Context: an optimization exercise on an open-source flow, tuned for small area, a short achievable clock period and few clock cycles. The choices shown serve that exercise and are no tape-out recipe. At most, simulation tests tie the RTL to the original design; equivalence was not proved. No functional check of the RTL was part of run 5. Power figures rest on the tool's default switching activity, not on a simulated workload.

<file path="flow/design.v">
module nio61_qcf (
    input  wire        clk,
    input  wire        rst,
    input  wire        host_we,
    input  wire [7:0]  host_addr,
    input  wire [31:0] host_wdata,
    output reg  [31:0] host_rdata,
    output wire        busy,
    output reg         tx_valid,
    output wire        tx_err,
    output wire [31:0] tx_data
);
    localparam [4:0] R_CMD = 5'd0,  R_STATUS = 5'd1,  R_IN_LEN = 5'd2,
                     R_IN_W0 = 5'd3, R_IN_W1 = 5'd4,  R_IN_W2 = 5'd5,
                     R_CK_LEN = 5'd6, R_CK_OUT = 5'd7, R_RQ_CLIENT = 5'd8,
                     R_RQ_ADDR = 5'd9, R_RQ_VALUE = 5'd10, R_RQ_VMAX = 5'd11,
                     R_RQ_DIGITS = 5'd12, R_RQ_CKSUM = 5'd13, R_Q_VALUE = 5'd14,
                     R_Q_VMAX = 5'd15, R_Q_DIGITS = 5'd16, R_Q_SIGN = 5'd17,
                     R_Q_PATTERN = 5'd18, R_Q_DVALUE = 5'd19, R_RS_VALID = 5'd20,
                     R_RS_SIGN = 5'd21, R_RS_PATTERN = 5'd22, R_RS_DIGITS = 5'd23,
                     R_RS_ADDR = 5'd24, R_OUT_WORD = 5'd25;
    localparam [3:0] ST_OK = 4'h1, ST_MALFORMED = 4'h2, ST_CKSUM = 4'h3,
                     ST_INVALID = 4'h4, ST_RANGE = 4'h5, ST_ILLEGAL = 4'h6;
    localparam [2:0] S_IDLE = 3'd0, S_PROC = 3'd1, S_QENC = 3'd2,
                     S_QDLD = 3'd3, S_QDEC = 3'd4, S_CKS = 3'd5, S_QDFN = 3'd6;
    localparam [1:0] J_NONE = 2'd0, J_PROC = 2'd1, J_QENC = 2'd2, J_QDEC = 2'd3;
    reg [3:0]  status;
    reg [7:0]  in_len;
    reg [31:0] in_w0, in_w1, in_w2;
    reg [7:0]  ck_len;
    reg [15:0] ck_out;
    reg [15:0] rq_client;
    reg [23:0] rq_addr;
    reg [15:0] rq_value, rq_vmax;
    reg [7:0]  rq_digits;
    reg [15:0] rq_cksum;
    reg [15:0] q_value, q_vmax;
    reg [7:0]  q_digits;
    reg        q_sign;
    reg [26:0] q_pattern;
    reg [31:0] q_dvalue;
    reg        rs_valid, rs_sign;
    reg [26:0] rs_pattern;
    reg [7:0]  rs_digits;
    reg [15:0] rs_addr;
    reg [31:0] out_word;
    reg [2:0]  state;
    wire       idle = (state == S_IDLE);
    assign busy = ~idle;
    assign tx_err  = (status != ST_OK);
    assign tx_data = tx_err ? {28'd0, status} : out_word;
    wire [4:0] ha = host_addr[6:2];
    always @(*) begin
        case (ha)
            R_STATUS:     host_rdata = {28'd0, status};
            R_IN_LEN:     host_rdata = {24'd0, in_len};
            R_IN_W0:      host_rdata = in_w0;
            R_IN_W1:      host_rdata = in_w1;
            R_IN_W2:      host_rdata = in_w2;
            R_CK_LEN:     host_rdata = {24'd0, ck_len};
            R_CK_OUT:     host_rdata = {16'd0, ck_out};
            R_RQ_CLIENT:  host_rdata = {16'd0, rq_client};
            R_RQ_ADDR:    host_rdata = {8'd0, rq_addr};
            R_RQ_VALUE:   host_rdata = {16'd0, rq_value};
            R_RQ_VMAX:    host_rdata = {16'd0, rq_vmax};
            R_RQ_DIGITS:  host_rdata = {24'd0, rq_digits};
            R_RQ_CKSUM:   host_rdata = {16'd0, rq_cksum};
            R_Q_VALUE:    host_rdata = {16'd0, q_value};
            R_Q_VMAX:     host_rdata = {16'd0, q_vmax};
            R_Q_DIGITS:   host_rdata = {24'd0, q_digits};
            R_Q_SIGN:     host_rdata = {31'd0, q_sign};
            R_Q_PATTERN:  host_rdata = {5'd0, q_pattern};
            R_Q_DVALUE:   host_rdata = q_dvalue;
            R_RS_VALID:   host_rdata = {31'd0, rs_valid};
            R_RS_SIGN:    host_rdata = {31'd0, rs_sign};
            R_RS_PATTERN: host_rdata = {5'd0, rs_pattern};
            R_RS_DIGITS:  host_rdata = {24'd0, rs_digits};
            R_RS_ADDR:    host_rdata = {16'd0, rs_addr};
            R_OUT_WORD:   host_rdata = out_word;
            default:      host_rdata = 32'd0;
        endcase
    end
    wire [31:0] wd = rst ? 32'd0 : host_wdata;
    wire nr = ~rst;
    wire hw = host_we & idle;
    wire w_in_len  = hw & (ha == R_IN_LEN);
    wire w_in_w0   = hw & (ha == R_IN_W0);
    wire w_in_w1   = hw & (ha == R_IN_W1);
    wire w_in_w2   = hw & (ha == R_IN_W2);
    wire w_q_value = hw & (ha == R_Q_VALUE);
    wire w_q_vmax  = hw & (ha == R_Q_VMAX);
    wire cmd_wr    = hw & (ha == R_CMD);
    wire [3:0] opw   = host_wdata[3:0];
    wire       op_hi = (host_wdata[31:4] == 28'd0);
    wire c_cksum  = cmd_wr & op_hi & (opw == 4'h1);
    wire c_decreq = cmd_wr & op_hi & (opw == 4'h2);
    wire c_encreq = cmd_wr & op_hi & (opw == 4'h3);
    wire c_oct    = cmd_wr & op_hi & (opw == 4'h4);
    wire c_encrsp = cmd_wr & op_hi & (opw == 4'h5);
    wire c_decrsp = cmd_wr & op_hi & (opw == 4'h6);
    wire c_qenc   = cmd_wr & op_hi & (opw == 4'h7);
    wire c_qdec   = cmd_wr & op_hi & (opw == 4'h8);
    wire c_proc   = cmd_wr & op_hi & (opw == 4'h9);
    wire c_ill    = cmd_wr & ~(op_hi & (opw != 4'h0) & (opw <= 4'h9));
    wire in12    = (in_len == 8'd12);
    wire ck_bad  = (ck_len > 8'd12);
    wire ck_zero = (ck_len == 8'd0);
    wire oct_bad = (rq_addr[23:19] != 0) | (rq_addr[15:11] != 0) | (rq_addr[7:3] != 0);
    wire rsd_bad = (rs_digits == 8'd0) | (rs_digits > 8'd15);
    wire qd_bad  = (q_digits == 8'd0) | (q_digits > 8'd27) | (q_vmax == 16'd0);
    wire [7:0]  b_d0     = in_w0[15:8];
    wire [7:0]  b_d1     = in_w0[7:0];
    wire [7:0]  b_d2     = in_w1[31:24];
    wire [15:0] b_value  = in_w1[23:8];
    wire [15:0] b_vmax   = {in_w1[7:0], in_w2[31:24]};
    wire [7:0]  b_digits = in_w2[23:16];
    wire pd_bad = (b_digits == 8'd0) | (b_digits > 8'd15) | (b_vmax == 16'd0) |
                  (b_d0[7:3] != 0) | (b_d1[7:3] != 0) | (b_d2[7:3] != 0);
    wire [12:0] b_addr13 = {b_d0[2:0], b_d1[2:0], b_d2[2:0]};
    function [15:0] crc_byte(input [15:0] c_in, input [7:0] b);
        integer j;
        reg [15:0] c;
        begin
            c = c_in ^ {b, 8'h00};
            for (j = 0; j < 8; j = j + 1)
                c = c[15] ? ((c << 1) ^ 16'h1021) : (c << 1);
            crc_byte = c;
        end
    endfunction
    reg [15:0] c_st;
    reg [1:0]  c_prog;
    wire [15:0] cu_in  = (c_prog == 2'd0) ? 16'hFFFF : c_st;
    wire [31:0] cu_w   = (c_prog == 2'd0) ? in_w0 : (c_prog == 2'd1) ? in_w1 : in_w2;
    wire [15:0] cu_b1  = crc_byte(cu_in, cu_w[31:24]);
    wire [15:0] cu_b2  = crc_byte(cu_b1, cu_w[23:16]);
    wire [15:0] cu_b3  = crc_byte(cu_b2, cu_w[15:8]);
    wire [15:0] cu_b4  = crc_byte(cu_b3, cu_w[7:0]);
    wire        cks_m  = (state == S_CKS);
    wire        cks_last = (ck_len[3:2] == c_prog) | (ck_len[3:0] == {c_prog + 2'd1, 2'b00});
    wire [15:0] cu_out = (~cks_m | ~cks_last | ck_len[1:0] == 2'd0) ? cu_b4 :
                         (ck_len[1:0] == 2'd1) ? cu_b1 :
                         (ck_len[1:0] == 2'd2) ? cu_b2 : cu_b3;
    wire crc_rdy  = (c_prog == 2'd3);
    wire crc_bad  = (c_st != 16'd0);    
    reg  [26:0] ri;
    wire [4:0]  rd = (idle & ~host_wdata[3]) ? rs_digits[4:0] : q_digits[4:0];
    wire [30:0] rz;
    genvar gk;
    generate for (gk = 0; gk < 27; gk = gk + 1) begin : g_rev
        assign rz[gk + 4] = ri[26 - gk];
    end endgenerate
    assign rz[3:0] = 4'd0;
    wire [30:0] rsh = rz >> (~rd);
    wire [26:0] ro  = rsh[26:0];
    reg [1:0]  e_job;
    reg        e_run;
    reg [17:0] e_a;       
    reg [15:0] e_w;       
    reg [15:0] e_g;       
    reg [3:0]  e_stp;     
    reg        e_neg, e_mz;
    reg        e_dec, e_sub;  
    wire [17:0] e_x0  = {{2{e_sub}}, e_w};
    wire [17:0] e_x1  = {{3{e_sub}}, e_w[15:1]};
    wire [17:0] e_sA  = e_a + e_x0 + {17'd0, e_sub};
    wire [17:0] e_sB  = e_a + e_x1 + {17'd0, e_sub};
    wire [17:0] e_cs  = e_a ^ e_x0 ^ e_x1;
    wire [17:0] e_cc  = (e_a & e_x0) | (e_a & e_x1) | (e_x0 & e_x1);
    wire [17:0] e_sC  = e_cs + {e_cc[16:0], e_sub} + {17'd0, e_sub};
    wire        e_c0  = e_dec ? e_g[15] : (~e_sA[17] & ~e_mz);
    wire        e_c1  = e_dec ? e_g[14] : (e_c0 ? ~e_sC[17] : ~e_sB[17]) & ~e_mz;
    wire [17:0] e_a2  = e_c0 ? (e_c1 ? e_sC : e_sA) : (e_c1 ? e_sB : e_a);
    wire [4:0]  e_cnt   = {e_stp, 1'b0};
    wire [4:0]  e_cnt2  = e_cnt + 5'd2;
    wire        e_wz_n  = (e_w[15:2] == {14{e_sub}});
    reg [15:0] e_g_st;
    integer gi;
    always @(*) begin
        e_g_st = e_g;
        if (e_run) begin
            if (e_dec) begin
                e_g_st = {e_g[13:0], 2'b00};
            end else begin
                for (gi = 0; gi < 16; gi = gi + 1)
                    if ((gi / 2) == e_stp)
                        e_g_st[15 - gi] = (gi % 2 == 0) ? e_c0 : e_c1;
            end
        end
    end
    wire [4:0] dp = b_digits[4:0];
    wire p_rdy = (e_job == J_PROC) &
                 (~e_run | e_mz | (e_cnt >= dp) | e_wz_n | (e_cnt2 >= dp));
    wire q_rdy = (e_job == J_QENC) & (~e_run | e_mz | (e_cnt >= q_digits[4:0]));
    wire d_fin = (e_g[13:0] == 14'd0) | e_wz_n | (e_stp == 4'd7);
    wire [14:0] p_mask = ~(15'h7FFF >> dp);
    wire [31:0] p_word = {1'b1, 2'b00, e_neg & ~e_mz, e_g_st[15:1] & p_mask, b_addr13};
    wire [31:0] enc_w0 = {rq_client, rq_addr[23:8]};
    wire [31:0] enc_w1 = {rq_addr[7:0], rq_value, rq_vmax[15:8]};
    wire [31:0] enc_w2 = {rq_vmax[7:0], rq_digits, rq_cksum};
    wire ld_p = w_in_w2 | (c_proc & in12 & (e_job != J_PROC));
    wire ld_q = w_q_vmax | (c_qenc & ~qd_bad & (e_job != J_QENC));
    wire ld_x = (w_in_w1 & (e_job == J_PROC)) | (w_q_value & (e_job == J_QENC));
    wire [15:0] ld_val  = ld_p ? in_w1[23:8] : q_value;
    wire [15:0] ld_vmax = ld_p ? {in_w1[7:0], (w_in_w2 ? host_wdata[31:24] : in_w2[31:24])} :
                          (w_q_vmax ? host_wdata[15:0] : q_vmax);
    wire [15:0] ld_mag  = ld_val[15] ? (~ld_val + 16'd1) : ld_val;
    wire        ld_nz   = (ld_val != 16'd0);
    always @(*) begin
        ri = 27'd0;
        if (idle & ~host_wdata[3]) begin
            if (host_wdata[0]) ri = rs_pattern;               
            else begin                                        
                for (gi = 0; gi < 15; gi = gi + 1) ri[gi] = out_word[27 - gi];
            end
        end else if (state == S_QENC) begin
            for (gi = 0; gi < 16; gi = gi + 1) ri[gi] = e_g[15 - gi];
            for (gi = 16; gi < 27; gi = gi + 1) ri[gi] = ~e_mz;
        end else begin
            ri = q_pattern;                                   
        end
    end
    wire s_proc = (state == S_PROC);
    wire s_qenc = (state == S_QENC);
    wire s_qdld = (state == S_QDLD);
    wire s_qdec = (state == S_QDEC);
    wire p_act   = (c_proc & in12) | s_proc;
    wire p_wait  = ~crc_rdy | (~crc_bad & ~pd_bad & (b_value != 16'd0) & ~p_rdy);
    wire p_done  = p_act & ~p_wait;             
    wire p_ok    = p_done & ~crc_bad & ~pd_bad;
    wire p_zero  = (b_value == 16'd0);
    wire p_mal   = c_proc & ~in12;
    wire k_cks   = c_cksum & ~ck_bad & ~ck_zero;    
    wire k_cksok = cks_m & cks_last;                
    wire q_encok = s_qenc & q_rdy;
    wire q_decok = s_qdec & d_fin;
    wire st_we = c_ill | c_cksum | c_decreq | c_encreq | c_oct | c_encrsp | c_decrsp |
                 (c_qenc & qd_bad) | (c_qdec & qd_bad) | p_mal | p_done |
                 k_cksok | q_encok | q_decok;
    reg [3:0] st_code;
    always @(*) begin
        st_code = ST_OK;
        if (c_ill) st_code = ST_ILLEGAL;
        else if (c_cksum & ck_bad) st_code = ST_RANGE;
        else if (c_decreq & ~in12) st_code = ST_MALFORMED;
        else if (c_oct & oct_bad) st_code = ST_RANGE;
        else if ((c_encrsp | c_decrsp) & rsd_bad) st_code = ST_RANGE;
        else if ((c_qenc | c_qdec) & qd_bad) st_code = ST_RANGE;
        else if (p_mal) st_code = ST_MALFORMED;
        else if (p_act & crc_bad) st_code = ST_CKSUM;
        else if (p_act & pd_bad) st_code = ST_INVALID;
    end
    reg [2:0] state_d;
    always @(*) begin
        state_d = state;
        case (state)
            S_IDLE: begin
                if (k_cks) state_d = S_CKS;
                if (c_qenc & ~qd_bad) state_d = S_QENC;
                if (c_qdec & ~qd_bad) state_d = S_QDEC;
                if (c_proc & in12 & p_wait) state_d = S_PROC;
            end
            S_PROC: if (p_done) state_d = S_IDLE;
            S_QENC: if (q_rdy) state_d = S_IDLE;
            S_QDLD: state_d = S_QDEC;
            S_QDEC: if (d_fin) state_d = S_IDLE;
            S_CKS:  if (cks_last) state_d = S_IDLE;
            default: state_d = S_IDLE;
        endcase
    end
    wire dr_in_w  = nr & c_encreq;
    wire dr_rq    = nr & c_decreq & in12;
    wire dr_ckout = nr & (k_cksok | (c_cksum & ck_zero));
    wire dr_oct   = nr & c_oct & ~oct_bad;
    wire dr_ersp  = nr & c_encrsp & ~rsd_bad;
    wire dr_drsp  = nr & c_decrsp & ~rsd_bad;
    wire dr_qenc  = nr & q_encok;
    wire dr_qdec  = nr & q_decok;
    wire dr_proc  = nr & p_ok;
    function hwr(input [4:0] idx);
        hwr = rst | (hw & (ha == idx));
    endfunction
    always @(posedge clk) begin
        state    <= rst ? S_IDLE : state_d;
        tx_valid <= nr & (p_mal | p_done);
        if (rst | st_we) status <= rst ? 4'd0 : st_code;
        if (hwr(R_IN_LEN) | dr_in_w)  in_len <= dr_in_w ? 8'd12 : wd[7:0];
        if (hwr(R_IN_W0) | dr_in_w)   in_w0  <= dr_in_w ? enc_w0 : wd;
        if (hwr(R_IN_W1) | dr_in_w)   in_w1  <= dr_in_w ? enc_w1 : wd;
        if (hwr(R_IN_W2) | dr_in_w)   in_w2  <= dr_in_w ? enc_w2 : wd;
        if (hwr(R_CK_LEN))            ck_len <= wd[7:0];
        if (hwr(R_CK_OUT) | dr_ckout) ck_out <= dr_ckout ? (cks_m ? cu_out : 16'hFFFF) : wd[15:0];
        if (hwr(R_RQ_CLIENT) | dr_rq) rq_client <= dr_rq ? in_w0[31:16] : wd[15:0];
        if (hwr(R_RQ_ADDR) | dr_rq)   rq_addr   <= dr_rq ? {b_d0, b_d1, b_d2} : wd[23:0];
        if (hwr(R_RQ_VALUE) | dr_rq)  rq_value  <= dr_rq ? b_value : wd[15:0];
        if (hwr(R_RQ_VMAX) | dr_rq)   rq_vmax   <= dr_rq ? b_vmax : wd[15:0];
        if (hwr(R_RQ_DIGITS) | dr_rq) rq_digits <= dr_rq ? b_digits : wd[7:0];
        if (hwr(R_RQ_CKSUM) | dr_rq)  rq_cksum  <= dr_rq ? in_w2[15:0] : wd[15:0];
        if (hwr(R_Q_VALUE))           q_value   <= wd[15:0];
        if (hwr(R_Q_VMAX))            q_vmax    <= wd[15:0];
        if (hwr(R_Q_DIGITS))          q_digits  <= wd[7:0];
        if (hwr(R_Q_SIGN) | dr_qenc)  q_sign    <= dr_qenc ? (e_neg & ~e_mz) : wd[0];
        if (hwr(R_Q_PATTERN) | dr_qenc) q_pattern <= dr_qenc ? ro : wd[26:0];
        if (hwr(R_Q_DVALUE) | dr_qdec)  q_dvalue  <= dr_qdec ? {{14{e_a2[17]}}, e_a2} : wd;
        if (hwr(R_RS_VALID) | dr_drsp)  rs_valid  <= dr_drsp ? out_word[31] : wd[0];
        if (hwr(R_RS_SIGN) | dr_drsp)   rs_sign   <= dr_drsp ? out_word[28] : wd[0];
        if (hwr(R_RS_PATTERN) | dr_drsp) rs_pattern <= dr_drsp ? ro : wd[26:0];
        if (hwr(R_RS_DIGITS))           rs_digits <= wd[7:0];
        if (hwr(R_RS_ADDR) | dr_drsp | dr_oct)
            rs_addr <= dr_drsp ? {3'd0, out_word[12:0]} :
                       dr_oct  ? {7'd0, rq_addr[18:16], rq_addr[10:8], rq_addr[2:0]} : wd[15:0];
        if (hwr(R_OUT_WORD) | dr_ersp | dr_proc)
            out_word <= dr_proc ? (p_zero ? {1'b1, 18'd0, b_addr13} : p_word) :
                        dr_ersp ? {rs_valid, 2'b00, rs_sign,
                                   ro[0], ro[1], ro[2], ro[3], ro[4], ro[5], ro[6], ro[7],
                                   ro[8], ro[9], ro[10], ro[11], ro[12], ro[13], ro[14],
                                   rs_addr[12:0]} : wd;
        if (rst) begin
            c_prog <= 2'd0;
        end else if (cks_m) begin
            if (~cks_last) begin
                c_st   <= cu_out;
                c_prog <= c_prog + 2'd1;
            end else begin
                c_prog <= 2'd0;
            end
        end else if (k_cks) begin
            c_prog <= 2'd0;
        end else begin
            if (c_prog != 2'd3) c_st <= cu_out;
            if (w_in_w0 | c_encreq)  c_prog <= 2'd0;
            else if (w_in_w1)        c_prog <= 2'd1;
            else if (w_in_w2)        c_prog <= (c_prog == 2'd0) ? 2'd1 : 2'd2;
            else if (c_prog != 2'd3) c_prog <= c_prog + 2'd1;
        end
        if (e_run) begin
            e_a   <= e_a2;
            e_w   <= {{2{e_sub}}, e_w[15:2]};
            e_g   <= e_g_st;
            e_stp <= e_stp + 4'd1;
        end
        if (rst | c_encreq | ld_x) begin
            e_job <= J_NONE;
            e_run <= 1'b0;
        end else if (ld_p | ld_q) begin
            e_job <= ld_p ? J_PROC : J_QENC;
            e_run <= 1'b1;
            e_a   <= {2'b00, ld_mag};
            e_w   <= ~ld_vmax;
            e_g   <= {16{ld_nz}};
            e_stp <= 4'd0;
            e_dec <= 1'b0;
            e_sub <= 1'b1;
            e_neg <= ld_val[15];
            e_mz  <= ~ld_nz;
        end else if (c_qdec & ~qd_bad) begin
            e_job <= J_QDEC;
            e_run <= 1'b1;
            e_a   <= 18'd0;
            e_w   <= q_vmax ^ {16{q_sign}};
            e_g   <= {ro[0], ro[1], ro[2], ro[3], ro[4], ro[5], ro[6], ro[7],
                      ro[8], ro[9], ro[10], ro[11], ro[12], ro[13], ro[14], ro[15]};
            e_stp <= 4'd0;
            e_dec <= 1'b1;
            e_sub <= q_sign;
            e_neg <= q_sign;
            e_mz  <= 1'b0;
        end else if (e_run & (e_wz_n | (e_stp == 4'd7))) begin
            e_run <= 1'b0;
        end
    end
endmodule
</file>
<file path="flow/flow/run.sh">
#!/bin/bash
set -euo pipefail
export BUFFER_PORTS_ARGS="-buffer_cell sky130_fd_sc_hd__buf_2"
bash standard.sh > standard_flow.log 2>&1
</file>
<file path="flow/standard.sh">
#!/bin/bash
# synth_recipe.tcl (not shown) runs the flow's synth.tcl, then flattens the netlist and writes it again
# the make line also repeats each setting of config.mk as NAME=value (left out here)
make -C /OpenROAD-flow-scripts/flow DESIGN_CONFIG=/design/flow/config.mk WORK_HOME=/design/flow/orfs CLKGATE_MAP_FILE= SYNTH_SCRIPT=/design/flow/synth_recipe.tcl "${@:-finish}"
</file>
<file path="flow/config.mk">
export PLATFORM = sky130hd
export DESIGN_NAME = nio61_qcf
export DESIGN_NICKNAME = nio61_qcf
export VERILOG_FILES = /design/flow/design.v
export SDC_FILE = /design/flow/constraint.sdc
export NUM_CORES = 4
export LEC_CHECK = 0
export CAP_MARGIN = 10
export CORE_MARGIN = 2
export CORE_UTILIZATION = 50
export CTS_BUF_LIST = sky130_fd_sc_hd__clkbuf_4 sky130_fd_sc_hd__clkbuf_8
export PLACE_DENSITY = 0.65
export SETUP_SLACK_MARGIN = 1.5
export SLEW_MARGIN = 10
</file>
<file path="flow/constraint.sdc">
create_clock -name core_clock -period 7.0 [get_ports {clk}]
set_input_delay 1.4000 -clock core_clock [delete_from_list [all_inputs] [get_ports {clk}]]
set_output_delay 1.4000 -clock core_clock [all_outputs]
set_load 0.01 [all_outputs]
</file>
==> results of run 1 <==
-- synth_stat cells, drive strengths merged (7+ instances only) --
cell    count  share of area (%)
a221oi     35               0.93
nor4       55                1.0
o21bai      7               0.16
clkbuf    203                2.3
and3       23               0.43
edfxtp    432                 39
nor2      257                2.9
or4         8               0.18
a32oi      11               0.29
o21ai     156                2.4
a221o      14               0.42
xnor3      16                1.1
xnor2     103                3.0
and2       54                1.0
a22oi      77                1.7
o21a       18               0.41
a21o      193                4.4
a22o       35               0.93
or3        20               0.38
nand4      30               0.57
buf        28               0.41
xor2       53                1.6
fa         21                1.3
o31ai      21               0.49
nor2b      49               0.93
nand2b     24               0.45
o22ai      82                1.5
a211oi     43               0.97
ha         68                2.6
a21oi     202                3.1
a222oi     48                1.4
nand2     314                3.6
nand3      83                1.3
mux2       17               0.59
o211ai     24               0.54
nor3b      11               0.25
nor3       59               0.92
a31oi      30               0.57
dfxtp      63                3.8
nand3b      9               0.20
inv        75               0.85
or2         8               0.15
mux2i     196                6.0
-- power by group --
group          internal (W)  switching, W
clock network       0.00167       0.00141
logic               0.00783        0.0105
registers           0.00436      0.000753
total                0.0139        0.0126
-- per-stage QoR --
stage	hold WS (ps)	total power [W]	worst slack (ps)	instances
floorplan	514	0.0189	1760	3371
global placement	527	0.0226	1170	4240
detailed placement	536	0.0229	1210	4240
CTS	516	0.0260	1430	4400
global route	567	0.0277	1510	4406
finish	532	0.0265	1460	4419
-- path summary, 6_finish.rpt --
kind / end / slack (ps) / cells past startpoint
hold / removal: in_w2[21] / 530 / 2
setup reg to reg: ck_out[9] / 1650 / 13
setup / recovery: host_rdata[10] / 1460 / 9
hold reg to reg: in_w2[21] / 530 / 2
-- per-layer routing --
layer  vias up  GRT usage, %
met5         -             0
met4        20          39.9
met3       863          19.8
met2      3305          70.5
met1     15900          63.0
li1      13100             -
-- what timing repair did --
item	in CTS	in global routing
buffers inserted	0	3
setup endpoints to repair	6	4
resized for setup	5	15
pin swaps	2	3
-- layout make-up --
cell class                      instances  share of cell area, %
Antenna cell                           14                 0.0943
Inverter                               76                  0.768
Timing Repair Buffer                  241                   4.34
Tap cell                              864                   2.91
Multi-Input combinational cell       2569                   48.4
Sequential cell                       495                   38.3
Clock inverter                         31                  0.885
Clock buffer                          129                   4.31
-- logic make-up (layout without fill, tap and decap cells) --
group | count (synthesis) | after routing
AO/OA/AOI/OAI | 1073 | 1073
AND/OR/NAND/NOR | 1019 | 1019
flip-flops | 495 | 495
buffers and inverters | 307 | 477
multiplexers | 214 | 214
XOR/XNOR | 174 | 174
adder cells (fa/ha/maj) | 89 | 89
other | 0 | 14
-- worst max-delay path, cell delays in order --
cell      delay [ps]
buf_2            120
buf_12           200
nand2b_4         180
nor2_2            90
buf_4            280
a222oi_1        1100
and4_1           410
nand3_1          140
buf_2            190
-- sequential cells by signal (all words and copies together), names as in the netlist, 18 cells and up --
register,cells
in_w0,32
in_w1,32
in_w2,32
out_word,32
q_dvalue,32
q_pattern,27
rs_pattern,27
rq_addr,24
e_a,18
==> reports/summary.txt, run 1 <==
CTS Buf Count = 88
final instance area = 37200 sq um
Top Ports = 110
htree depth = 3
fin util = 56.6%
number of port buffers = 106
fin. max-slew vios = 0
all-layer global routing usage = 50.8%
share of cells above drive strength 1 = 14.3%
crit path from = host_addr[2]
DR WL met2 = 69.5 mm
combinational family with the most area after synthesis = compound AO/OA/AOI/OAI gates
Root Buffer = clkbuf_8
Initial Util = 50.5%
via count = 33100
CTS Hold Bufs = 0
Power Density = 712 nW/um^2
Overflow after GRT = 0
Nets = 3603
number of synthesized flops with an enable pin = 432
worst slew pin tran = 1360 ps
DP Wirelength = 130 mm
width of the die = 261 microns
post-synthesis async set-or-reset flop share = 0%
Fin Setup TNS = 0 ps
detailed-router iteration count before antenna repair = 10
Tmin final = 5540 ps
CP Class = input pin to primary output
Max VDD drop = 2760 uV
# rows = 94
post-synthesis sequential area ratio = 43.0%
endpoints failing setup = 0
Post-Synthesis Cells = 3371
FF+latch area = 14200 sq um
1st-iter DRT viols = 7021
Post-Route WL = 176 mm
Req. time, crit path = 5600 ps
syn nets = 3503
top routing layer in use = met5
Distinct cells, synth = 94
Core Area = 65600 sq um
DRT antenna net count = 0
WP data arrival = 4140 ps
crit path launch type = input pin
Clock Tree Buf Depth = 3
final hold vios = 0
CTS Sinks = 495
Reg2Reg Launch Point = c_prog[0]
WL met1 = 60.3 mm
max_cap viols = 0
DRC violations left = 0
Filler Cell Count = 5903
RSZ-0062 raised after global routing = false
wire length on met3 = 28.1 mm
first-pass GRT wire length = 240 mm
Compound-Gate Fraction of Synth Area = 22.5%
Synth Area in Simple Gates = 14.7%
pin count of the biggest net entering global routing = 84
critical path capture point type = primary output
multi-input logic area = 18000 sq um
relative slew slack = 9.07%
vias per cell = 7.50
Worst-path clk slew = 70 ps
most common cell after layout, fill and taps aside = edfxtp_1
Worst Path Max Fanout = 25
average size of a mapped cell = 9.83 sq um
most frequent cells in the layout = 432 x edfxtp_1, 312 x nand2_1, 251 x nor2_1, 202 x a21oi_1, 193 x a21o_1
post-synthesis adder-cell area fraction = 3.84%
mux cell area share after synthesis = 6.63%
status = no timing/DRC/antenna violations
Leak = 15.4 nW
Post-synth top flop = edfxtp_1
initial antenna violation count = 18
Max Clock Freq = 180 MHz
Cell Area, Placed = 35100 sq um
Worst Clk Skew = 63.1 ps
Die H = 261 microns
DR WL/cell = 39.9 microns
synthesis-to-layout area growth = 12.2%
Synth Area in XOR/XNOR = 5.89%
gpl congestion = 1.10
die area = 68300 sq um
CTS tree = built
worst skew pair latency = 740 ps
number of global-route vias before repair = 30200
Synth Register Bits = 495
Final period util = 79.2%
worst hold path type = register to register
mapped cell area = 33100 sq um
Syn. warnings = 1
Hold Path Origin = rq_digits[5]
Testbench counts, summed over its fixed seeds: cycles 69,166.
==> run 2: changes to the inputs <==
--- a/flow/config.mk
+++ b/flow/config.mk
@@ -10,5 +10,5 @@
 export CORE_UTILIZATION = 50
 export CTS_BUF_LIST = sky130_fd_sc_hd__clkbuf_4 sky130_fd_sc_hd__clkbuf_8
 export PLACE_DENSITY = 0.65
-export SETUP_SLACK_MARGIN = 1.5
+export SETUP_SLACK_MARGIN = 2.0
 export SLEW_MARGIN = 10
==> run 2 against run 1 <==
  * Clock skew grew 9.2 ps
  * Clock power shrank 7.8%
  * Flip-flop and latch count is the same
  * Register-to-register slack gained 400 ps
  * Total power grew 2.5%
  * Via count grew 1.8%
  * Worst setup slack gained 470 ps
  * Sequential power is essentially flat
  * Combinational power grew 5%
  * Count of clock-buffer cells in the layout shrank 4
  * Critical endpoint is now host_rdata[11]
==> reports/summary.txt, run 2 <==
final hold vios = 0 (unchanged)
top cells by count, synth = 432 x edfxtp_1, 314 x nand2_1, 257 x nor2_1
Distinct cells, synth = 94 (unchanged)
CP Class = input pin to primary output
number of global-route vias before repair = 30800 (+1.9%)
Power Density = 721 nW/um^2 (+1.2%)
initial antenna violation count = 24 (+6)
multi-input logic area = 18300 sq um (+1.6%)
Worst-path clk slew = 70 ps (about the same)
all-layer global routing usage = 51.0% (+0.18 points)
average size of a mapped cell = 9.83 sq um (unchanged)
top-count cell post-synth = edfxtp_1
hold depth = 2 (unchanged)
htree depth = 3 (unchanged)
post-synthesis sequential area ratio = 43.0% (unchanged)
syn nets = 3503 (unchanged)
gpl congestion = 1.11 (+0.63%)
Req. time, crit path = 5600 ps (about the same)
r2r endpoint = ck_out[8]
Nets = 3639 (+1.0%)
Reg2Reg Launch Point = c_prog[1]
Initial Util = 50.5% (unchanged)
Final period util = 72.4% (-6.8 points)
Fin Setup TNS = 0 ps (unchanged)
Post-Synthesis Cells = 3371 (unchanged)
R2R setup slack = 2050 ps (+400 ps)
Post-Route WL = 177 mm (+0.49%)
slowest cell delay on critical path = 770 ps (-330 ps)
Die H = 261 microns (unchanged)
# rows = 94 (unchanged)
Synth Register Bits = 495 (unchanged)
DRC violations left = 0 (unchanged)
worst r2r path cells = 14 (+1)
Max Clock Freq = 197 MHz (+9.3%)
vias per cell = 7.55 (+0.62%)
number of port buffers = 106 (unchanged)
status = no timing/DRC/antenna violations
Syn. warnings = 1 (unchanged)
Core Area = 65600 sq um (unchanged)
FF+latch area = 14200 sq um (about the same)
worst slew pin tran = 1360 ps (+0.0406 ps)
worst skew pair latency = 770 ps (+30 ps)
DR WL/cell = 39.6 microns (-0.64%)
largest cells by area after synthesis = edfxtp_1 39%, mux2i_1 5.9%, a21o_1 4.4%
critical path's slowest cell = nor3_4
Top Ports = 110 (unchanged)
via count = 33700 (+1.8%)
CTS Sinks = 495 (unchanged)
CP dominant cell by count = nand3_1
1st-iter DRT viols = 7020 (-0.014%)
most common cell after layout, fill and taps aside = edfxtp_1
number of synthesized flops with an enable pin = 432 (unchanged)
Leak = 15.6 nW (+1.2%)
RSZ-0062 raised after global routing = true
DP Wirelength = 130 mm (-0.56%)
worst hold path type = register to register
post-synthesis async set-or-reset flop share = 0% (unchanged)
Filler Cell Count = 5759 (-2.4%)
synthesis-to-layout area growth = 13.7%
share of cells above drive strength 1 = 16.2% (+1.9 points)
endpoints failing setup = 0 (unchanged)
Worst Clk Skew = 72.3 ps (+9.18 ps)
most frequent cells in the layout = 432 x edfxtp_1, 311 x nand2_1, 247 x nor2_1, 201 x a21oi_1, 192 x a21o_1
pin count of the biggest net entering global routing = 91 (+8.3%)
area leader, netlist = edfxtp_1
fin. max-slew vios = 0 (unchanged)
die area = 68300 sq um (unchanged)
Max VDD drop = 2860 uV (+3.8%)
crit path launch type = input pin
critical path capture point type = primary output
Root Buffer = clkbuf_8
Post-synth top flop = edfxtp_1
relative slew slack = 9.07% (about the same)
width of the die = 261 microns (unchanged)
max_cap viols = 0 (unchanged)
Tmin final = 5070 ps (-473 ps)
DRT antenna net count = 0 (unchanged)
Hold Path Origin = rq_client[1]
Clock Tree Buf Depth = 3 (unchanged)
Overflow after GRT = 0 (unchanged)
detailed-router iteration count before antenna repair = 11 (+1)
first-pass GRT wire length = 241 mm (+0.49%)
final hold slack = 534 ps (+2.75 ps)
mapped cell area = 33100 sq um (unchanged)
WP data arrival = 3670 ps (-470 ps)
Worst Path Max Fanout = 15 (-40%)
CTS Buf Count = 87 (-1.1%)
ordered cell list for the critical path = buf_4, nand3_1, nor3_4, buf_6, a22o_1, a221oi_2, and3_1, nand3_1, buf_2
Hold Crit Endpoint = in_w0[17]
Synth top area share = 39.1% (unchanged)
CTS tree = built
-- run 2: power breakdown --
group | internal [W] | switching, W
clock | 0.00144 | 0.00140
combinational | 0.00834 | 0.0109
sequential | 0.00438 | 0.000744
total | 0.0142 | 0.0130
-- run 2: worst max-delay path by stage --
stage / slack (ps) / cells past startpoint / end / startpoint
2_1_floorplan: 2010 / 15 / e_a[10] / host_addr[6]
3_3_place_gp: 860 / 11 / e_sub / host_wdata[8]
3_5_place_dp: 860 / 11 / e_dec / host_wdata[8]
4_1_cts: 1960 / 14 / ck_out[12] / c_prog[1]
5_1_grt: 1990 / 9 / host_rdata[11] / host_addr[4]
6_report: 1930 / 9 / host_rdata[11] / host_addr[4]
-- run 2: critical path: cells and delay by family --
kind                   cells  cell delay, ps
AO/OA/AOI/OAI              2             190
buffers and inverters      3             650
AND/OR/NAND/NOR            4            1410
-- run 2: timing repair --
action | 4_1_cts | 5_1_grt
pin swaps | 4 | 21
setup buffers | 8 | 23
gates cloned | 0 | 1
endpoints found under the setup margin | 191 | 178
hold buffers | 0 | 0
resized for setup | 37 | 46
-- run 2: cells by family after synthesis --
group / after synthesis / synth area share, %
mux: 214 / 6.63
flops: 495 / 43.0
buf+inv: 307 / 3.57
compound gates: 1073 / 22.5
simple gates: 1019 / 14.7
xor+xnor: 174 / 5.89
fa+ha+maj: 89 / 3.84
-- run 2: layout make-up --
| cell class | instances | area share, % |
|---|---|---|
| clock buffers | 125 | 3.97 |
| repair buffers | 278 | 5.20 |
| inverters | 76 | 0.767 |
| multi-input cells | 2569 | 48.5 |
| well taps | 864 | 2.87 |
| diodes | 29 | 0.193 |
| clock inverters | 33 | 0.664 |
| flip-flops and latches | 495 | 37.8 |
-- run 2: per-stage QoR --
stage / setup slack, ps / cell area (sq um) / cells / total power (W) / util (%)
floorplan: 2010 / 33200 / 3371 / 0.0189 / -
global placement: 857 / 35200 / 4248 / 0.0229 / 53.6
detailed placement: 857 / 35200 / 4249 / 0.0231 / 53.6
CTS: 1960 / 37200 / 4415 / 0.0261 / 56.7
global route: 1990 / 37600 / 4442 / 0.0283 / 57.3
finish: 1930 / 37700 / 4469 / 0.0272 / 57.4
-- run 2: layer usage --
layer,GRT usage [%],routed length [microns],vias up
met3,22.9,29200,955
met2,70.8,70600,3397
met4,38.8,17300,14
li1,-,-,13200
met5,1.04,153,-
met1,61.5,59900,16100
==> run 3: changes to the inputs <==
--- a/flow/config.mk
+++ b/flow/config.mk
@@ -7,8 +7,8 @@
 export LEC_CHECK = 0
 export CAP_MARGIN = 10
 export CORE_MARGIN = 2
-export CORE_UTILIZATION = 50
+export CORE_UTILIZATION = 52
 export CTS_BUF_LIST = sky130_fd_sc_hd__clkbuf_4 sky130_fd_sc_hd__clkbuf_8
-export PLACE_DENSITY = 0.65
+export PLACE_DENSITY = 0.67
 export SETUP_SLACK_MARGIN = 2.0
 export SLEW_MARGIN = 10
==> run 3 against run 2 <==
  * Synthesized cell count unchanged
  * Flip-flop and latch count unchanged
  * Global-route usage up 1.5 points
  * Critical path type unchanged
  * Critical endpoint is now host_rdata[5]
==> reports/summary.txt, run 3 <==
vias per cell = 7.67 (+1.6%)
DRC violations left = 0 (unchanged)
post-synthesis async set-or-reset flop share = 0% (unchanged)
met1 GRT Util = 61.9% (+0.40 points)
Hold Path Origin = rq_digits[2]
Nets = 3627 (-0.33%)
number of synthesized flops with an enable pin = 432 (unchanged)
fin cells = 4437 (-0.72%)
Root Buffer = clkbuf_8
CTS tree = built
Worst Clk Skew = 59.1 ps (-13.1 ps)
global routing usage on met2 = 73.4% (+2.5 points)
Synth Register Bits = 495 (unchanged)
relative slew slack = 16.2% (+7.1 points)
Worst-path clk slew = 70 ps (about the same)
crit path launch type = input pin
final hold vios = 0 (unchanged)
top-count cell post-synth = edfxtp_1
most common cell after layout, fill and taps aside = edfxtp_1
synthesis-to-layout area growth = 14.2%
endpoints failing setup = 0 (unchanged)
critical path capture point type = primary output
ordered cell list for the critical path = clkbuf_4, nor2_1, nand2_2, nor2_4, buf_4, a222oi_1, nand4_1, buf_2
Post-Route WL = 178 mm (+0.21%)
Post-synth top flop = edfxtp_1
Req. time, crit path = 5600 ps (about the same)
Overflow after GRT = 0 (unchanged)
die area = 65800 sq um (-3.8%)
CTS Hold Bufs = 0 (unchanged)
Syn. warnings = 1 (unchanged)
DRT antenna net count = 0 (unchanged)
Max Clock Freq = 194 MHz (-1.6%)
Synth top area share = 39.1% (unchanged)
crit path buf inv count = 3 (unchanged)
Final period util = 73.6% (+1.2 points)
Distinct cells, synth = 94 (unchanged)
share of cells above drive strength 1 = 16.1% (-0.089 points)
mapped cell area = 33100 sq um (unchanged)
detailed-router iteration count before antenna repair = 10 (-1)
width of the die = 256 microns (-1.9%)
final hold slack = 541 ps (+7.20 ps)
Reg2Reg Launch Point = state[0]
CTS Buf Count = 89 (+2.3%)
most frequent cells in the layout = 432 x edfxtp_1, 309 x nand2_1, 245 x nor2_1, 200 x a21oi_1, 193 x a21o_1
Initial Util = 52.5% (+2.0 points)
initial antenna violation count = 22 (-8.3%)
number of global-route vias before repair = 31000 (+0.82%)
RSZ-0062 raised after global routing = true
GR Util met3 = 25.3% (+2.4 points)
DR WL/cell = 40.0 microns (+0.94%)
Tmin final = 5150 ps (+80.9 ps)
slowest cell delay on critical path = 810 ps (+40 ps)
largest cells by area after synthesis = edfxtp_1 39%, mux2i_1 5.9%, a21o_1 4.4%
Post-Synthesis Cells = 3371 (unchanged)
crit path from = host_addr[4]
Top Ports = 110 (unchanged)
worst skew pair latency = 760 ps (about the same)
all-layer global routing usage = 52.5% (+1.5 points)
first-pass GRT wire length = 241 mm (+0.19%)
critical path's top delay family = compound AO/OA/AOI/OAI gates
average size of a mapped cell = 9.83 sq um (unchanged)
htree depth = 3 (unchanged)
number of port buffers = 106 (unchanged)
max_cap viols = 0 (unchanged)
fin. max-slew vios = 0 (unchanged)
Fin Setup TNS = 0 ps (unchanged)
WP data arrival = 3750 ps (+80 ps)
# rows = 92 (-2.1%)
status = no timing/DRC/antenna violations
Clock Tree Buf Depth = 3 (unchanged)
dpl cells = 4208 (-0.96%)
gpl congestion = 1.13 (+1.7%)
worst hold path type = register to register
via count = 34000 (+0.87%)
fin util = 60.0% (+2.6 points)
critical path's slowest cell = a222oi_1
Core Area = 63100 sq um (-3.9%)
pin count of the biggest net entering global routing = 91 (unchanged)
Power Density = 729 nW/um^2 (+1.1%)
area leader, netlist = edfxtp_1
CP Class = input pin to primary output
post-synthesis sequential area ratio = 43.0% (unchanged)
top cells by count, synth = 432 x edfxtp_1, 314 x nand2_1, 257 x nor2_1
CTS Sinks = 495 (unchanged)
1st-iter DRT viols = 6944 (-1.1%)
Worst Path Max Fanout = 15 (unchanged)
Leak = 15.6 nW (+0.27%)
worst slew pin tran = 1250 ps (-103 ps)
Die H = 256 microns (-1.9%)
syn nets = 3503 (unchanged)
Max VDD drop = 2310 uV (-19%)
DP Wirelength = 128 mm (-1.4%)
layer with the highest usage = met2
-- run 3: cell types whose count changed in the layout (fill, tap and decap cells not counted), moves of 5 or more --
cell	before	now
buf_4	163	141
clkbuf_4	37	31
nor4_1	44	49
nor4_2	9	4
diode_2	29	20
bufinv_16	1	10
-- run 3: report_power, final --
group	switching [W]	internal, W	total (W)
Clock	0.00141	0.00176	0.00317
Combinational	0.0109	0.00842	0.0193
Sequential	0.000757	0.00433	0.00508
Total	0.0131	0.0145	0.0276
-- run 3: cells by family (layout without fill, tap and decap cells) --
group                      count (synthesis)  after routing  synth area share [%]
and+or+nand+nor                         1019           1021                  14.7
other                                      0             20                     0
DFF                                      495            495                  43.0
muxes                                    214            215                  6.63
adders and majority gates                 89             89                  3.84
AOI/OAI and AO/OA                       1073           1073                  22.5
xor gates and xnor gates                 174            174                  5.89
buffers and inverters                    307            504                  3.57
-- run 3: worst reg2reg max path, stage by stage (launching register included) --
cell and delay [ps]:
dfxtp_1 490, nor4b_4 810, nand3_4 280, or4_1 680, nor2_1 210, nand2_1 300
or4_1 760, nor2_1 960, a221o_1 300
-- run 3: repair_timing --
item                       4_1_cts  5_1_grt
gates cloned                     2        1
pin swaps                       10       16
buffers inserted                21       17
gates resized for setup         36       52
setup endpoints to repair      129      141
-- run 3: cell type report --
cell class / instances / area, sq um
antenna: 20 / 50.0
clock buffer: 120 / 1480
clock inverter: 47 / 515
fill: 5422 / 25200
inverter: 76 / 287
multi-input combinational: 2572 / 18400
sequential: 495 / 14200
tap: 846 / 1060
timing repair buffer: 261 / 1860
-- run 3: routing by layer --
layer	share of wire (%)	wire length [microns]
met1	33	58100
met2	40	70400
met3	17	30500
met4	10	18200
met5	0.13	223
-- run 3: path summary, 6_finish.rpt --
kind,cells after the start,to,slack (ps)
min,2,in_w2[18],540
max reg2reg,8,rs_addr[5],2050
max,8,host_rdata[5],1850
min reg2reg,2,in_w2[18],540
-- run 3: stage by stage --
step | power, W | worst slack, ps | cell area, sq um
6_report | 0.0276 | 1850 | 37800
5_1_grt | 0.0288 | 1880 | 37800
4_1_cts | 0.0261 | 1830 | 37400
3_5_place_dp | 0.0228 | 1120 | 35000
3_3_place_gp | 0.0224 | 1150 | 35000
2_1_floorplan | 0.0189 | 2010 | 33200
==> run 4: changes to the inputs <==
--- a/flow/config.mk
+++ b/flow/config.mk
@@ -7,8 +7,10 @@
 export LEC_CHECK = 0
 export CAP_MARGIN = 10
 export CORE_MARGIN = 2
-export CORE_UTILIZATION = 52
-export CTS_BUF_LIST = sky130_fd_sc_hd__clkbuf_4 sky130_fd_sc_hd__clkbuf_8
-export PLACE_DENSITY = 0.67
+export CORE_UTILIZATION = 50
+export CTS_BUF_LIST = sky130_fd_sc_hd__clkbuf_8 sky130_fd_sc_hd__clkbuf_16
+export CTS_CLUSTER_DIAMETER = 50
+export CTS_CLUSTER_SIZE = 16
+export PLACE_DENSITY = 0.65
 export SETUP_SLACK_MARGIN = 2.0
 export SLEW_MARGIN = 10
==> run 4 against run 3 <==
  * Routed wire length about the same
  * Worst setup slack better by 18 ps
  * Count of clock-buffer cells in the layout decreased by 50
  * Fmax is 0.35% higher
  * Critical path type unchanged
  * Non-clock buffer count is 15 higher
  * Clock skew decreased by 3.7 ps
  * Highest routed layer unchanged
  * Utilization fell by 1.7 points
  * Still clean on timing, DRC and antenna
==> reports/summary.txt, run 4 <==
area leader, netlist = edfxtp_1
P_int = 0.0150 W (+3.4%)
Pwr Total = 0.0282 W (+2.3%)
initial antenna violation count = 24 (+9.1%)
Die H = 261 microns (+1.9%)
number of port buffers = 106 (unchanged)
htree depth = 3 (unchanged)
most frequent cells in the layout = 432 x edfxtp_1, 311 x nand2_1, 246 x nor2_1, 201 x a21oi_1, 192 x a21o_1
Clock Tree Buf Depth = 3 (unchanged)
all-layer global routing usage = 51.1% (-1.4 points)
Nets = 3617 (-0.28%)
Distinct cells, synth = 94 (unchanged)
gpl congestion = 1.11 (-1.6%)
Synth Register Bits = 495 (unchanged)
syn nets = 3503 (unchanged)
number of synthesized flops with an enable pin = 432 (unchanged)
Tmin final = 5130 ps (-17.8 ps)
Net Sw Power = 0.0132 W (+1.1%)
WP data arrival = 3730 ps (-20 ps)
die area = 68300 sq um (+3.9%)
max_cap viols = 0 (unchanged)
post-synthesis async set-or-reset flop share = 0% (unchanged)
Post-synth top flop = edfxtp_1
pin count of the biggest net entering global routing = 91 (unchanged)
Leak = 15.8 nW (+1.1%)
largest cells by area after synthesis = edfxtp_1 39%, mux2i_1 5.9%, a21o_1 4.4%
CTS Buf Count = 66 (-26%)
top-count cell post-synth = edfxtp_1
fin. max-slew vios = 0 (unchanged)
# rows = 94 (+2.2%)
first-pass GRT wire length = 241 mm (about the same)
Fin Setup TNS = 0 ps (unchanged)
Worst Clk Skew = 55.5 ps (-3.67 ps)
Post-Synthesis Cells = 3371 (unchanged)
share of cells above drive strength 1 = 15.6% (-0.50 points)
via count = 33700 (-0.91%)
Power Density = 737 nW/um^2 (+1.2%)
dpl ws = 857 ps (-262 ps)
Top Ports = 110 (unchanged)
final worst slack = 1870 ps (+17.8 ps)
endpoints failing setup = 0 (unchanged)
Initial Util = 50.5% (-2.0 points)
Core Area = 65600 sq um (+4.0%)
CTS Sinks = 495 (unchanged)
1st-iter DRT viols = 7075 (+1.9%)
vias per cell = 7.62 (-0.66%)
post-synthesis sequential area ratio = 43.0% (unchanged)
Synth top area share = 39.1% (unchanged)
Worst Path Max Fanout = 13 (-2)
average size of a mapped cell = 9.83 sq um (unchanged)
Syn. warnings = 1 (unchanged)
CTS Hold Bufs = 0 (unchanged)
width of the die = 261 microns (+1.9%)
Worst-path clk slew = 60 ps (about the same)
switching share of power = 46.8% (-0.57 points)
Max VDD drop = 2820 uV (+22%)
clock share of power = 12.6% (+1.1 points)
top cells by count, synth = 432 x edfxtp_1, 314 x nand2_1, 257 x nor2_1
Post-Route WL = 178 mm (about the same)
Root Buffer = clkbuf_16
DRC violations left = 0 (unchanged)
Overflow after GRT = 0 (unchanged)
relative slew slack = 5.76% (-10 points)
worst skew pair latency = 650 ps (-110 ps)
combinational power share = 69.2% (-0.9 points)
Req. time, crit path = 5600 ps (about the same)
DR WL/cell = 40.1 microns (+0.25%)
crit path launch type = input pin
synthesis-to-layout area growth = 15.4%
mapped cell area = 33100 sq um (unchanged)
worst hold path type = register to register
CTS tree = built
worst slew pin tran = 1410 ps (+153 ps)
most common cell after layout, fill and taps aside = edfxtp_1
DRT antenna net count = 0 (unchanged)
Max Clock Freq = 195 MHz (+0.35%)
final hold vios = 0 (unchanged)
CP Class = input pin to primary output
critical path capture point type = primary output
detailed-router iteration count before antenna repair = 10 (unchanged)
status = no timing/DRC/antenna violations
RSZ-0062 raised after global routing = true
Sequential Power Share = 18.2% (-0.2 points)
number of global-route vias before repair = 30400 (-2.0%)
DP Wirelength = 130 mm (+1.4%)
Final period util = 73.3% (-0.25 points)
run 4: cell counts after synthesis:
No cell type changed its count.
run 4: worst paths after layout:
check / from / to / slack (ps) / depth (start not counted)
max: host_addr[3] / host_rdata[6] / 1870 / 11
min: rq_vmax[15] / in_w1[7] / 550 / 1
max reg2reg: c_prog[0] / ck_out[8] / 2150 / 13
min reg2reg: rq_vmax[15] / in_w1[7] / 550 / 1
run 4: logic make-up after synthesis:
logic type,Yosys count,share of synthesized area (%)
multiplexers,214,6.63
buffers and inverters,307,3.57
flip-flops,495,43.0
AO/OA/AOI/OAI,1073,22.5
AND/OR/NAND/NOR,1019,14.7
adder cells (fa/ha/maj),89,3.84
XOR/XNOR,174,5.89
run 4: final cells by class:
type	instances	area [sq um]
flip-flops and latches	495	14200
inverters	76	289
fillers	5640	27400
diodes	24	60.1
multi-input cells	2570	18400
clock buffers	70	1720
well taps	864	1080
clock inverters	51	539
repair buffers	276	1950
run 4: power by group through the flow:
| stage | combinational (W) | sequential [W] | clock (W) |
|---|---|---|---|
| global route | 0.0206 | 0.00511 | 0.00362 |
| detailed placement | 0.0180 | 0.00512 | 0 |
| finish | 0.0195 | 0.00512 | 0.00356 |
| floorplan | 0.0141 | 0.00483 | 0 |
| CTS | 0.0183 | 0.00506 | 0.00352 |
| global placement | 0.0178 | 0.00511 | 0 |
run 4: repair_timing:
| item | in CTS | in global routing |
|---|---|---|
| endpoints found under the setup margin | 238 | 223 |
| gates cloned | 0 | 2 |
| buffers inserted | 15 | 14 |
| pin swaps | 6 | 19 |
| gates resized for setup | 39 | 53 |
run 4: routing by layer:
layer | track usage (%) | wire, microns
met1 | 62.4 | 59600
met2 | 70.7 | 70800
met3 | 22.2 | 29300
met4 | 38.7 | 17800
met5 | 0.694 | 44
run 4: critical path, cell delays in order:
cell	delay [ps]
buf_4	220
nor3_1	80
buf_4	210
nand2_2	210
nor2_4	140
buf_4	230
a222oi_1	410
nand3_2	260
nor2_1	210
nand3_1	150
buf_2	180
run 4: metrics by stage:
stage	cells	utilization (%)	hold WS, ps	instance area [sq um]
final	4426	58.3	551	38200
after global routing	4405	58.2	573	38200
after CTS	4385	57.6	545	37800
after detailed placement	4249	53.6	532	35200
after global placement	4248	53.6	526	35200
after floorplan	3371	-	514	33200
==> run 5: changes to the inputs <==
--- a/flow/design.v
+++ b/flow/design.v
@@ -143,7 +143,7 @@
     wire crc_rdy  = (c_prog == 2'd3);
     wire crc_bad  = (c_st != 16'd0);    
     reg  [26:0] ri;
-    wire [4:0]  rd = (idle & ~host_wdata[3]) ? rs_digits[4:0] : q_digits[4:0];
+    wire [4:0]  rd = idle ? rs_digits[4:0] : q_digits[4:0];
     wire [30:0] rz;
     genvar gk;
     generate for (gk = 0; gk < 27; gk = gk + 1) begin : g_rev
@@ -197,17 +197,19 @@
     wire [31:0] enc_w0 = {rq_client, rq_addr[23:8]};
     wire [31:0] enc_w1 = {rq_addr[7:0], rq_value, rq_vmax[15:8]};
     wire [31:0] enc_w2 = {rq_vmax[7:0], rq_digits, rq_cksum};
-    wire ld_p = w_in_w2 | (c_proc & in12 & (e_job != J_PROC));
-    wire ld_q = w_q_vmax | (c_qenc & ~qd_bad & (e_job != J_QENC));
-    wire ld_x = (w_in_w1 & (e_job == J_PROC)) | (w_q_value & (e_job == J_QENC));
-    wire [15:0] ld_val  = ld_p ? in_w1[23:8] : q_value;
-    wire [15:0] ld_vmax = ld_p ? {in_w1[7:0], (w_in_w2 ? host_wdata[31:24] : in_w2[31:24])} :
+    wire [31:0] nv_w1 = c_encreq ? enc_w1 : w_in_w1 ? host_wdata : in_w1;
+    wire [31:0] nv_w2 = c_encreq ? enc_w2 : w_in_w2 ? host_wdata : in_w2;
+    wire ld_p = w_in_w1 | w_in_w2 | c_encreq |
+                (c_proc & in12 & (e_job != J_PROC));
+    wire ld_q = w_q_value | w_q_vmax | (c_qenc & ~qd_bad & (e_job != J_QENC));
+    wire [15:0] ld_val  = ld_p ? nv_w1[23:8] : (w_q_value ? host_wdata[15:0] : q_value);
+    wire [15:0] ld_vmax = ld_p ? {nv_w1[7:0], nv_w2[31:24]} :
                           (w_q_vmax ? host_wdata[15:0] : q_vmax);
     wire [15:0] ld_mag  = ld_val[15] ? (~ld_val + 16'd1) : ld_val;
     wire        ld_nz   = (ld_val != 16'd0);
     always @(*) begin
         ri = 27'd0;
-        if (idle & ~host_wdata[3]) begin
+        if (idle) begin
             if (host_wdata[0]) ri = rs_pattern;               
             else begin                                        
                 for (gi = 0; gi < 15; gi = gi + 1) ri[gi] = out_word[27 - gi];
@@ -232,7 +234,7 @@
     wire k_cks   = c_cksum & ~ck_bad & ~ck_zero;    
     wire k_cksok = cks_m & cks_last;                
     wire q_encok = s_qenc & q_rdy;
-    wire q_decok = s_qdec & d_fin;
+    wire q_decok = (state == S_QDFN);
     wire st_we = c_ill | c_cksum | c_decreq | c_encreq | c_oct | c_encrsp | c_decrsp |
                  (c_qenc & qd_bad) | (c_qdec & qd_bad) | p_mal | p_done |
                  k_cksok | q_encok | q_decok;
@@ -256,13 +258,14 @@
             S_IDLE: begin
                 if (k_cks) state_d = S_CKS;
                 if (c_qenc & ~qd_bad) state_d = S_QENC;
-                if (c_qdec & ~qd_bad) state_d = S_QDEC;
+                if (c_qdec & ~qd_bad) state_d = S_QDLD;
                 if (c_proc & in12 & p_wait) state_d = S_PROC;
             end
             S_PROC: if (p_done) state_d = S_IDLE;
             S_QENC: if (q_rdy) state_d = S_IDLE;
             S_QDLD: state_d = S_QDEC;
-            S_QDEC: if (d_fin) state_d = S_IDLE;
+            S_QDEC: if (d_fin) state_d = S_QDFN;
+            S_QDFN: state_d = S_IDLE;
             S_CKS:  if (cks_last) state_d = S_IDLE;
             default: state_d = S_IDLE;
         endcase
@@ -300,7 +303,7 @@
         if (hwr(R_Q_DIGITS))          q_digits  <= wd[7:0];
         if (hwr(R_Q_SIGN) | dr_qenc)  q_sign    <= dr_qenc ? (e_neg & ~e_mz) : wd[0];
         if (hwr(R_Q_PATTERN) | dr_qenc) q_pattern <= dr_qenc ? ro : wd[26:0];
-        if (hwr(R_Q_DVALUE) | dr_qdec)  q_dvalue  <= dr_qdec ? {{14{e_a2[17]}}, e_a2} : wd;
+        if (hwr(R_Q_DVALUE) | dr_qdec)  q_dvalue  <= dr_qdec ? {{14{e_a[17]}}, e_a} : wd;
         if (hwr(R_RS_VALID) | dr_drsp)  rs_valid  <= dr_drsp ? out_word[31] : wd[0];
         if (hwr(R_RS_SIGN) | dr_drsp)   rs_sign   <= dr_drsp ? out_word[28] : wd[0];
         if (hwr(R_RS_PATTERN) | dr_drsp) rs_pattern <= dr_drsp ? ro : wd[26:0];
@@ -338,7 +341,7 @@
             e_g   <= e_g_st;
             e_stp <= e_stp + 4'd1;
         end
-        if (rst | c_encreq | ld_x) begin
+        if (rst) begin
             e_job <= J_NONE;
             e_run <= 1'b0;
         end else if (ld_p | ld_q) begin
@@ -352,7 +355,7 @@
             e_sub <= 1'b1;
             e_neg <= ld_val[15];
             e_mz  <= ~ld_nz;
-        end else if (c_qdec & ~qd_bad) begin
+        end else if (s_qdld) begin
             e_job <= J_QDEC;
             e_run <= 1'b1;
             e_a   <= 18'd0;
==> flow/config.mk (replaced) <==
export PLATFORM = sky130hd
export DESIGN_NAME = nio61_qcf
export DESIGN_NICKNAME = nio61_qcf
export VERILOG_FILES = /design/flow/design.v
export SDC_FILE = /design/flow/constraint.sdc
export NUM_CORES = 4
export LEC_CHECK = 0
export CAP_MARGIN = 20
export CORE_MARGIN = 2
export CORE_UTILIZATION = 50
export PLACE_DENSITY = 0.65
export SETUP_SLACK_MARGIN = 1.5
export SLEW_MARGIN = 20
==> run 5 against run 4 <==
  * Still clean on timing, DRC and antenna
  * Non-clock buffer count down 27
  * Combinational power shrank 4%
  * Cell area down 2.3%
  * Largest cell class unchanged
  * Largest power group unchanged
==> reports/summary.txt, run 5 <==
status = no timing/DRC/antenna violations
Max VDD drop = 1520 uV (-46%)
detailed-router iteration count before antenna repair = 12 (+2)
Post-Synthesis Cells = 3547 (+5.2%)
Tmin final = 5610 ps (+480 ps)
multi-input logic area = 18100 sq um (-1.4%)
most frequent cells in the layout = 575 x nand2_1, 432 x edfxtp_1, 266 x nor2_1, 213 x mux2i_1, 191 x o21ai_0
Die H = 262 microns (+0.28%)
Worst Clk Skew = 32.8 ps (-22.6 ps)
dpl cells = 4410 (+3.8%)
first-pass GRT wire length = 249 mm (+3.0%)
vias per cell = 7.62 (about the same)
Pwr Total = 0.0271 W (-4.0%)
area leader, netlist = edfxtp_1
synthesis-to-layout area growth = 12.2%
Worst Path Max Fanout = 28 (+15)
die area = 68700 sq um (+0.56%)
1st-iter DRT viols = 6990 (-1.2%)
Top Ports = 110 (unchanged)
DR WL/cell = 40.6 microns (+1.3%)
largest cells by area after synthesis = edfxtp_1 39%, nand2_1 6.5%, mux2i_1 6.5%
post-synthesis async set-or-reset flop share = 0% (unchanged)
number of synthesized flops with an enable pin = 432 (unchanged)
Initial Util = 50.6% (+0.11 points)
crit path launch type = input pin
endpoints failing setup = 0 (unchanged)
Syn. warnings = 1 (unchanged)
Fin Setup TNS = 0 ps (unchanged)
final hold slack = 548 ps (-3.37 ps)
Post-Route WL = 184 mm (+3.7%)
final hold vios = 0 (unchanged)
Overflow after GRT = 0 (unchanged)
worst slew pin tran = 1430 ps (+24.1 ps)
Synth top area share = 38.9% (-0.22 points)
average size of a mapped cell = 9.40 sq um (-4.4%)
Power Density = 724 nW/um^2 (-1.8%)
CTS tree = built
CTS Sinks = 495 (unchanged)
syn nets = 3679 (+5.0%)
worst hold path type = register to register
Core Area = 65900 sq um (+0.36%)
WP data arrival = 6140 ps (+2410 ps)
share of cells above drive strength 1 = 12.2% (-3.4 points)
Req. time, crit path = 7530 ps (+1930 ps)
post-synthesis sequential area ratio = 42.7% (-0.24 points)
htree depth = 2 (-1)
# rows = 94 (unchanged)
CTS Buf Count = 55 (-17%)
critical path capture point type = register
relative slew slack = 4.57% (-1.2 points)
fin. max-slew vios = 0 (unchanged)
Nets = 3739 (+3.4%)
FF+latch area = 14200 sq um (about the same)
fin cells = 4531 (+2.4%)
max_cap viols = 0 (unchanged)
mapped cell area = 33300 sq um (+0.57%)
Final period util = 80.2% (+6.9 points)
most common cell after layout, fill and taps aside = nand2_1
DRC violations left = 0 (unchanged)
pin count of the biggest net entering global routing = 60 (-34%)
Cell Area, Placed = 35300 sq um (+0.36%)
number of port buffers = 106 (unchanged)
final instance area = 37400 sq um (-2.3%)
number of global-route vias before repair = 31300 (+2.7%)
gpl congestion = 1.12 (+1.1%)
initial antenna violation count = 17 (-29%)
Root Buffer = clkbuf_16
Worst-path clk slew = 70 ps (about the same)
Max Clock Freq = 178 MHz (-8.5%)
Post-synth top flop = edfxtp_1
Synth Register Bits = 495 (unchanged)
top-count cell post-synth = nand2_1
Leak = 15.3 nW (-3.2%)
CP Class = input pin to register
RSZ-0062 raised after global routing = false
via count = 34500 (+2.5%)
all-layer global routing usage = 52.4% (+1.4 points)
DP Wirelength = 136 mm (+5.1%)
Clock Tree Buf Depth = 3 (unchanged)
width of the die = 262 microns (+0.28%)
Distinct cells, synth = 89 (-5.3%)
DRT antenna net count = 0 (unchanged)
worst skew pair latency = 650 ps (about the same)
Filler Cell Count = 5847 (+3.7%)
top cells by count, synth = 577 x nand2_1, 432 x edfxtp_1, 275 x nor2_1
[run 5: cell count changes after synthesis, sizes merged, moves of 19 or more]
cell and change:
mux2i +21, o22ai -41, xnor2 -26, nand2 +263, a221oi +21, a22oi +47, a21o -90, a22o +29
a21oi -19, o21ai +43, a222oi -30
[run 5: worst paths after layout]
check	cells after the start	slack, ps	start	end
min reg2reg	2	550	e_job[1]	e_job[1]
max	13	1390	host_wdata[30]	e_a[11]
min	2	550	e_job[1]	e_job[1]
max reg2reg	14	1550	c_prog[1]	ck_out[2]
[run 5: per-stage QoR]
stage               worst slack (ps)  util, %
floorplan                       2170        -
global placement                 634     53.6
detailed placement               966     53.6
CTS                             1590     56.6
global route                    1530     56.7
finish                          1390     56.8
[run 5: area by class of cell]
cell class | instances | area share [%]
Antenna cell | 15 | 0.100
Clock buffer | 64 | 3.77
Clock inverter | 38 | 1.44
Inverter | 83 | 0.833
Multi-Input combinational cell | 2723 | 48.4
Sequential cell | 495 | 38.1
Tap cell | 864 | 2.89
Timing Repair Buffer | 249 | 4.45
[run 5: cells by family after synthesis]
kind of cell | share of synthesized area (%)
buffers and inverters | 3.81
adder cells (fa/ha/maj) | 3.81
XOR/XNOR | 5.43
AND/OR/NAND/NOR | 16.8
flip-flops | 42.7
multiplexers | 7.33
AO/OA/AOI/OAI | 20.1
[run 5: timing repair]
item                       4_1_cts  5_1_grt
setup endpoints to repair        6       30
pin swaps                        0        1
setup buffers                    0        4
gates resized for setup          2        6
hold buffers                     0        0
[run 5: metal layers]
metal	up-vias	track usage, %	wire (microns)
met3	960	25.8	33000
li1	13400	-	-
met4	26	34.5	17300
met1	16500	64.8	62600
met5	-	2.15	466
met2	3615	71.8	70800
[run 5: worst max-delay path, stage by stage]
cell and delay (ps):
buf_2 220, nor4_2 830, nand4_1 320, nor4_2 500, or2_4 490, o311a_1 510
nand2_1 110, or4b_1 600, nor2_1 320, a21boi_0 170, xnor2_1 190, o32ai_1 120
a311o_1 330
[run 5: power by group]
group	internal (W)	switching [W]
logic	0.00777	0.0109
clock network	0.00190	0.00136
registers	0.00433	0.000776
total	0.0140	0.0131

[port drivers added, routing unchanged]
The results above use ideal ports. As a check the final layouts listed here were re-extracted and re-timed, cells and wires unchanged.
Step 1: set_driving_cell puts a clkbuf_16 on clk and a buf_2 on each other input, an assumption about the parent block.
Step 2 times the ports against the registers' clock, not the clock port: input delays grow and output delays shrink by t, the midpoint of the rising clock arrivals with the driver on.
Slacks: ideal / step 1 / step 2; pairs: ideal / step 1.
| run | t, ns | setup WS [ns] | worst register clock-pin slew, ns | cell pins on the clock port's net |
|---|---|---|---|---|
| run 1 | 0.776 | 1.456 / 1.432 / 0.953 | 0.07 / 0.07 | 1 |
| run 2 | 0.807 | 1.929 / 1.897 / 1.241 | 0.07 / 0.07 | 1 |
| run 3 | 0.794 | 1.848 / 1.816 / 1.175 | 0.07 / 0.07 | 1 |
| run 4 | 0.686 | 1.866 / 1.836 / 1.383 | 0.08 / 0.08 | 1 |
| run 5 | 0.701 | 1.386 / 1.377 / 0.729 | 0.08 / 0.08 | 1 |
After both steps setup and hold are still met in every run listed. The setup slack of run 2, which loses most, moves by -0.032 ns with the drivers and by -0.688 ns with both steps.
